This design comes from an exercise in tuning for small area, a short achievable clock period and few clock cycles per item on the open sky130 flow, not from production work.
The RTL was checked by simulation tests, not by an equivalence proof against the original design.

==> flow/design.v <==
module seg_demod (
    input  wire        clk,
    input  wire        rst_n,
    input  wire        in_valid,
    output wire        in_ready,
    input  wire [15:0] in_sample,
    input  wire [1:0]  in_scheme,
    input  wire        in_invert,
    output reg         out_valid,
    input  wire        out_ready,
    output reg         out_bit,
    output reg  [71:0] out_metric
);
    localparam [1:0] SCH_ASK  = 2'd0;
    localparam [1:0] SCH_FSK  = 2'd1;
    localparam [1:0] SCH_BPSK = 2'd2;
    reg  [3:0] k;                
    wire [3:0] t_i1 = k;
    wire [3:0] t_q1 = k + 4'd4;
    wire [3:0] t_i2 = {k[2:0], 1'b0};
    wire [3:0] t_q2 = {k[2:0], 1'b0} + 4'd4;
    reg signed [15:0] c_i1, c_q1, c_i2, c_q2;
    always @(*) begin
        case (t_i1)
            4'd0:    c_i1 = 16'sd0;
            4'd1:    c_i1 = 16'sd6270;
            4'd2:    c_i1 = 16'sd11585;
            4'd3:    c_i1 = 16'sd15137;
            4'd4:    c_i1 = 16'sd16384;
            4'd5:    c_i1 = 16'sd15137;
            4'd6:    c_i1 = 16'sd11585;
            4'd7:    c_i1 = 16'sd6270;
            4'd8:    c_i1 = 16'sd0;
            4'd9:    c_i1 = -16'sd6270;
            4'd10:   c_i1 = -16'sd11585;
            4'd11:   c_i1 = -16'sd15137;
            4'd12:   c_i1 = -16'sd16384;
            4'd13:   c_i1 = -16'sd15137;
            4'd14:   c_i1 = -16'sd11585;
            default: c_i1 = -16'sd6270;
        endcase
    end
    always @(*) begin
        case (t_q1)
            4'd0:    c_q1 = 16'sd0;
            4'd1:    c_q1 = 16'sd6270;
            4'd2:    c_q1 = 16'sd11585;
            4'd3:    c_q1 = 16'sd15137;
            4'd4:    c_q1 = 16'sd16384;
            4'd5:    c_q1 = 16'sd15137;
            4'd6:    c_q1 = 16'sd11585;
            4'd7:    c_q1 = 16'sd6270;
            4'd8:    c_q1 = 16'sd0;
            4'd9:    c_q1 = -16'sd6270;
            4'd10:   c_q1 = -16'sd11585;
            4'd11:   c_q1 = -16'sd15137;
            4'd12:   c_q1 = -16'sd16384;
            4'd13:   c_q1 = -16'sd15137;
            4'd14:   c_q1 = -16'sd11585;
            default: c_q1 = -16'sd6270;
        endcase
    end
    always @(*) begin
        case (t_i2)
            4'd0:    c_i2 = 16'sd0;
            4'd1:    c_i2 = 16'sd6270;
            4'd2:    c_i2 = 16'sd11585;
            4'd3:    c_i2 = 16'sd15137;
            4'd4:    c_i2 = 16'sd16384;
            4'd5:    c_i2 = 16'sd15137;
            4'd6:    c_i2 = 16'sd11585;
            4'd7:    c_i2 = 16'sd6270;
            4'd8:    c_i2 = 16'sd0;
            4'd9:    c_i2 = -16'sd6270;
            4'd10:   c_i2 = -16'sd11585;
            4'd11:   c_i2 = -16'sd15137;
            4'd12:   c_i2 = -16'sd16384;
            4'd13:   c_i2 = -16'sd15137;
            4'd14:   c_i2 = -16'sd11585;
            default: c_i2 = -16'sd6270;
        endcase
    end
    always @(*) begin
        case (t_q2)
            4'd0:    c_q2 = 16'sd0;
            4'd1:    c_q2 = 16'sd6270;
            4'd2:    c_q2 = 16'sd11585;
            4'd3:    c_q2 = 16'sd15137;
            4'd4:    c_q2 = 16'sd16384;
            4'd5:    c_q2 = 16'sd15137;
            4'd6:    c_q2 = 16'sd11585;
            4'd7:    c_q2 = 16'sd6270;
            4'd8:    c_q2 = 16'sd0;
            4'd9:    c_q2 = -16'sd6270;
            4'd10:   c_q2 = -16'sd11585;
            4'd11:   c_q2 = -16'sd15137;
            4'd12:   c_q2 = -16'sd16384;
            4'd13:   c_q2 = -16'sd15137;
            4'd14:   c_q2 = -16'sd11585;
            default: c_q2 = -16'sd6270;
        endcase
    end
    reg  [1:0]         seg_scheme;
    reg                seg_invert;
    reg                pending;     
    reg  signed [20:0] acc_a;       
    reg  signed [34:0] acc_i1;      
    reg  signed [34:0] acc_q1;      
    reg  signed [34:0] acc_i2;      
    reg  signed [34:0] acc_q2;      
    wire signed [15:0] s = in_sample;
    wire signed [30:0] p_i1 = s * c_i1;
    wire signed [30:0] p_q1 = s * c_q1;
    wire signed [30:0] p_i2 = s * c_i2;
    wire signed [30:0] p_q2 = s * c_q2;
    wire take = in_valid && in_ready;
    wire first = (k == 4'd0);
    assign in_ready = !pending;
    wire signed [69:0] sq_i1 = acc_i1 * acc_i1;
    wire signed [69:0] sq_q1 = acc_q1 * acc_q1;
    wire signed [69:0] sq_i2 = acc_i2 * acc_i2;
    wire signed [69:0] sq_q2 = acc_q2 * acc_q2;
    wire        [70:0] e1 = sq_i1 + sq_q1;
    wire        [70:0] e2 = sq_i2 + sq_q2;
    wire signed [71:0] e_diff = $signed({1'b0, e2}) - $signed({1'b0, e1});
    reg signed [71:0] metric;
    reg               decision;
    always @(*) begin
        case (seg_scheme)
            SCH_ASK:  metric = acc_a;
            SCH_FSK:  metric = e_diff;
            SCH_BPSK: metric = acc_i2;
            default:  metric = 72'sd0;
        endcase
        decision = (metric > 0) ^ (seg_scheme == SCH_BPSK && seg_invert);
    end
    wire emit = pending && (!out_valid || out_ready);
    always @(posedge clk) begin
        if (!rst_n) begin
            k          <= 4'd0;
            seg_scheme <= SCH_ASK;
            seg_invert <= 1'b0;
            pending    <= 1'b0;
            acc_a      <= 21'sd0;
            acc_i1     <= 35'sd0;
            acc_q1     <= 35'sd0;
            acc_i2     <= 35'sd0;
            acc_q2     <= 35'sd0;
            out_valid  <= 1'b0;
            out_bit    <= 1'b0;
            out_metric <= 72'd0;
        end else begin
            if (take) begin
                if (first) begin
                    seg_scheme <= in_scheme;
                    seg_invert <= in_invert;
                    acc_a      <= s;
                    acc_i1     <= p_i1;
                    acc_q1     <= p_q1;
                    acc_i2     <= p_i2;
                    acc_q2     <= p_q2;
                end else begin
                    acc_a      <= acc_a + s;
                    acc_i1     <= acc_i1 + p_i1;
                    acc_q1     <= acc_q1 + p_q1;
                    acc_i2     <= acc_i2 + p_i2;
                    acc_q2     <= acc_q2 + p_q2;
                end
                k <= k + 4'd1;
                if (k == 4'd15)
                    pending <= 1'b1;
            end
            if (emit) begin
                pending   <= 1'b0;
                out_valid <= 1'b1;
                out_bit   <= decision;
                out_metric <= metric;
            end else if (out_valid && out_ready) begin
                out_valid <= 1'b0;
            end
        end
    end
endmodule
==> flow/run.sh <==
#!/bin/bash
# synth_recipe.tcl (not shown) runs the flow's synth.tcl, then flattens the netlist and writes it again
# the make line also repeats each setting of config.mk as NAME=value (left out here)
make -C /OpenROAD-flow-scripts/flow DESIGN_CONFIG=/design/flow/config.mk WORK_HOME=/design/flow/orfs CLKGATE_MAP_FILE= SYNTH_SCRIPT=/design/flow/synth_recipe.tcl finish
==> flow/config.mk <==
export PLATFORM = sky130hd
export DESIGN_NAME = seg_demod
export DESIGN_NICKNAME = seg_demod
export VERILOG_FILES = /design/flow/design.v
export SDC_FILE = /design/flow/constraint.sdc
export NUM_CORES = 4
export LEC_CHECK = 0
export CAP_MARGIN = 20
export CORE_MARGIN = 2
export CORE_UTILIZATION = 25
export SLEW_MARGIN = 20
==> flow/constraint.sdc <==
create_clock -name core_clock -period 16.0 [get_ports {clk}]
set_input_delay 3.2000 -clock core_clock [delete_from_list [all_inputs] [get_ports {clk}]]
set_output_delay 3.2000 -clock core_clock [all_outputs]
set_load 0.01 [all_outputs]
==> summary.txt <==
==> flip-flops by register name (all words and copies together), names as in the netlist <==
register    count
acc_a          21
acc_i1         35
acc_i2         35
acc_q1         35
acc_q2         35
c_i1           12
c_i2            5
k               4
out_bit         1
out_metric     72
out_valid       1
pending         1
seg_invert      1
seg_scheme      2
==> layout make-up <==
type,count,area [um^2],share of cell area
clock inverters,24,279.0,0.001204
clock buffers,50,1142,0.004930
well taps,11457,14340,0.06186
diodes,31,77.57,0.0003348
repair buffers,422,3423,0.01477
inverters,7114,26710,0.1153
flip-flops and latches,260,5254,0.02267
multi-input cells,14453,180500,0.7790
==> worst register-to-register path, delay by kind of cell (launching register included) <==
kind | cells | cell delay [ns]
AO/OA/AOI/OAI | 17 | 4.48
XOR/XNOR | 1 | 0.30
adder cells (fa/ha/maj) | 12 | 5.34
buffers and inverters | 11 | 1.38
flip-flops | 1 | 0.95
multiplexers | 1 | 0.19
AND/OR/NAND/NOR | 9 | 2.58
==> per-layer routing <==
layer  GRT usage  up-vias
li1            -    64047
met1      0.1994    77755
met5           0        -
met2      0.2420     4663
met4     0.05529       26
met3     0.03044      872
==> worst min path at each step <==
| stage | slack (ns) | endpoint | start | cells past startpoint |
|---|---|---|---|---|
| after floorplan | 0.44 | seg_invert$_SDFFE_PN0P_ | seg_invert$_SDFFE_PN0P_ | 2 |
| after global placement | 0.43 | out_metric[36]$_SDFFE_PN0P_ | out_metric[36]$_SDFFE_PN0P_ | 2 |
| after detailed placement | 0.43 | out_metric[61]$_SDFFE_PN0P_ | out_metric[61]$_SDFFE_PN0P_ | 2 |
| after CTS | 0.44 | out_metric[61]$_SDFFE_PN0P_ | out_metric[61]$_SDFFE_PN0P_ | 2 |
| after global routing | 0.46 | out_metric[36]$_SDFFE_PN0P_ | out_metric[36]$_SDFFE_PN0P_ | 2 |
| final | 0.44 | out_metric[42]$_SDFFE_PN0P_ | out_metric[42]$_SDFFE_PN0P_ | 2 |
==> through the flow <==
step / worst slack, ns / std cells
floorplan: 2.877 / 22625
global placement: 0.8325 / 33704
detailed placement: 0.8989 / 33705
CTS: 0.8770 / 33779
global route: 0.1398 / 33780
finish: 0.6586 / 33811
==> cell usage after synthesis, types with 25 or more instances <==
cell type / number
clkbuf_1: 758
inv_1: 7105
o21bai_1: 58
or2_2: 37
o211ai_1: 31
ha_1: 1350
xnor2_1: 390
nor2b_1: 230
nand3_1: 88
nand4_1: 60
a21o_1: 234
nor2_1: 464
o21a_1: 54
nand2_1: 2144
xor2_1: 175
a311oi_1: 50
a221oi_1: 25
nor3_1: 88
a31oi_1: 56
a21oi_1: 544
or3_1: 38
buf_1: 25
and3_1: 59
a211oi_1: 86
o21ai_0: 350
dfxtp_1: 260
nand2b_1: 165
fa_1: 6257
and2_1: 1054
mux2i_1: 38
==> logic make-up (layout without fill, tap and decap cells) <==
| logic type | after synthesis | count (layout) | share of synthesized area |
|---|---|---|---|
| AND/OR/NAND/NOR | 4491 | 4491 | 0.09974 |
| other | 0 | 31 | 0 |
| AO/OA/AOI/OAI | 1745 | 1745 | 0.05236 |
| XOR/XNOR | 565 | 565 | 0.02299 |
| multiplexers | 45 | 45 | 0.002238 |
| adder cells (fa/ha/maj) | 7607 | 7607 | 0.6603 |
| buffers and inverters | 7912 | 7610 | 0.1382 |
| flip-flops | 260 | 260 | 0.02418 |
==> impl_metrics.tcl <==
set metrics [dict create \
    outcome "no timing/DRC/antenna violations" \
    grt_pass1_wl_um 1003000 \
    final_period_minus_worst_setup_slack_ns 15.34 \
    synth.area.top_cells "fa_1 (58%), inv_1 (12%), ha_1 (7.8%)" \
    grt_pass1_vias 167491 \
    ys_seq_area_frac 0.02418 \
    rr_endpoint "out_bit$_SDFFE_PN0P_" \
    via_per_inst 4.358 \
    ys.flop_type "dfxtp_1" \
    cpMostUsedCell "fa_1" \
    ios 98 \
    design_area_um2 231700 \
    start_kind "flop" \
    hold_slack_ns 0.4420 \
    post_cts_resized 0 \
    finalHoldViolations 0 \
    place.gp.congestion 0.9612 \
    overflow 0 \
    rows 340 \
    crit_fanout 19 \
    cp.arrival_ns 15.92 \
    rsz0062_at_grt "no" \
    slew-limit-headroom 0.1190 \
    crit_cells 51 \
    wl_met1_um 265800 \
    drt_first_pass_iters 8 \
    setup_viol 0 \
    clockBufferDepth 3 \
    crit_required_ns 16.58 \
    cts_buffers 42 \
    crit_path_start "acc_q2[3]$_SDFFE_PN0P_" \
    placed_area_um2 230200 \
    core_um2 857600 \
    fin_worst_skew_ns 0.07360 \
    cts_tree "yes" \
    async_flop_share 0 \
    syn_area_um2 215300 \
    endpoint "out_bit$_SDFFE_PN0P_" \
    cpPeakStageDelay_ns 0.95 \
    yosysTopAreaCellShare 0.5819 \
    wl_met2_um 293200 \
    critPathKind "flop to flop" \
    fin_nets 29923 \
    routed_wl_um 639900 \
    clock.fmax_ghz 0.06518 \
    final_cell_mix "inv_1 (7102), fa_1 (6253), nand2_1 (2142)" \
    start_util 0.2510 \
    die_x_um 931.9 \
    synth_area_per_cell_um2 9.515 \
    num-fill-cells 91262 \
    dr_wl_met3_um 51120 \
    drtAntennaViolNets 0 \
    fin_tns_setup_ns 0 \
    min_path_type "flop to flop" \
    drive_gt1_frac 0.02576 \
    fin_crit_sh 0.9588 \
    end_kind "flop" \
    grt_max_degree 74 \
    critical-path-top-delay-family "adder cells" \
    hold_buffers 0 \
    final_common_cell "inv_1" \
    final_util 0.2702 \
    post_cts_buffers 0 \
    cap_viol_max_count 0 \
    r2r-start "acc_q2[3]$_SDFFE_PN0P_" \
    ys_types 100 \
    cp_num_buf_inv 11 \
    hpwl_um 569800 \
    clock_sinks 260 \
    tightest_slew_ns 1.321 \
    clk_latency_ns 0.77 \
    yosys_warnings 1 \
    slew_viol_final 0 \
    ys_ff_latch 260 \
    area_delta_synth_final_pct 7.641 \
    vias 147363 \
    clock-root-buffer "clkbuf_16" \
    grtUsageTotal 0.1500 \
    clkTransAtPathRegs_ns 0.06 \
    die_y_um 931.9 \
    drtIter0Drc 10029 \
    wl_per_cell_um 18.93 \
    synth_edf_count 0 \
    synth_top_area_cell "fa_1" \
    drc 0 \
    top_layer "met5" \
    ff2ff_path_depth 51 \
    antenna_found_initial 64 \
    portBuffers 97 \
    htree_num_levels 2 \
    die-area_um2 868500 \
    r2r_slack_ns 0.66 \
    slowest_stage "dfxtp_1" \
    synthCells 22625 \
    syn_nets 30255 \
]
Testbench counts, summed over its fixed seeds: cycles 54,408, items 3,200.

-- re-timing with driven ports --
No port has a modelled driver above. Below, the same layout with a new extraction and two added sets of constraints.
Step 1, drivers: a clkbuf_16 drives clk and a buf_2 each remaining input, both assumed.
Step 2 adds t to the input delays and takes it off the output delays; t is the mean of the earliest and latest rising clock arrival at the registers after step 1. Input paths then give back, and output paths get back, about the clock's delay inside the block.
Three values: ideal, step 1, step 2; two values: the first two.
t (ns): 0.851
slack for setup (ns): 0.659 / 0.659 / 0.659
hold slack, ns: 0.442 / 0.442 / 0.442
worst slew at a driven data input, ns: 0.25
After both steps this run still meets setup and hold. For this run, drivers alone change the setup slack by 0.000 ns; drivers and shift together by 0.000 ns.
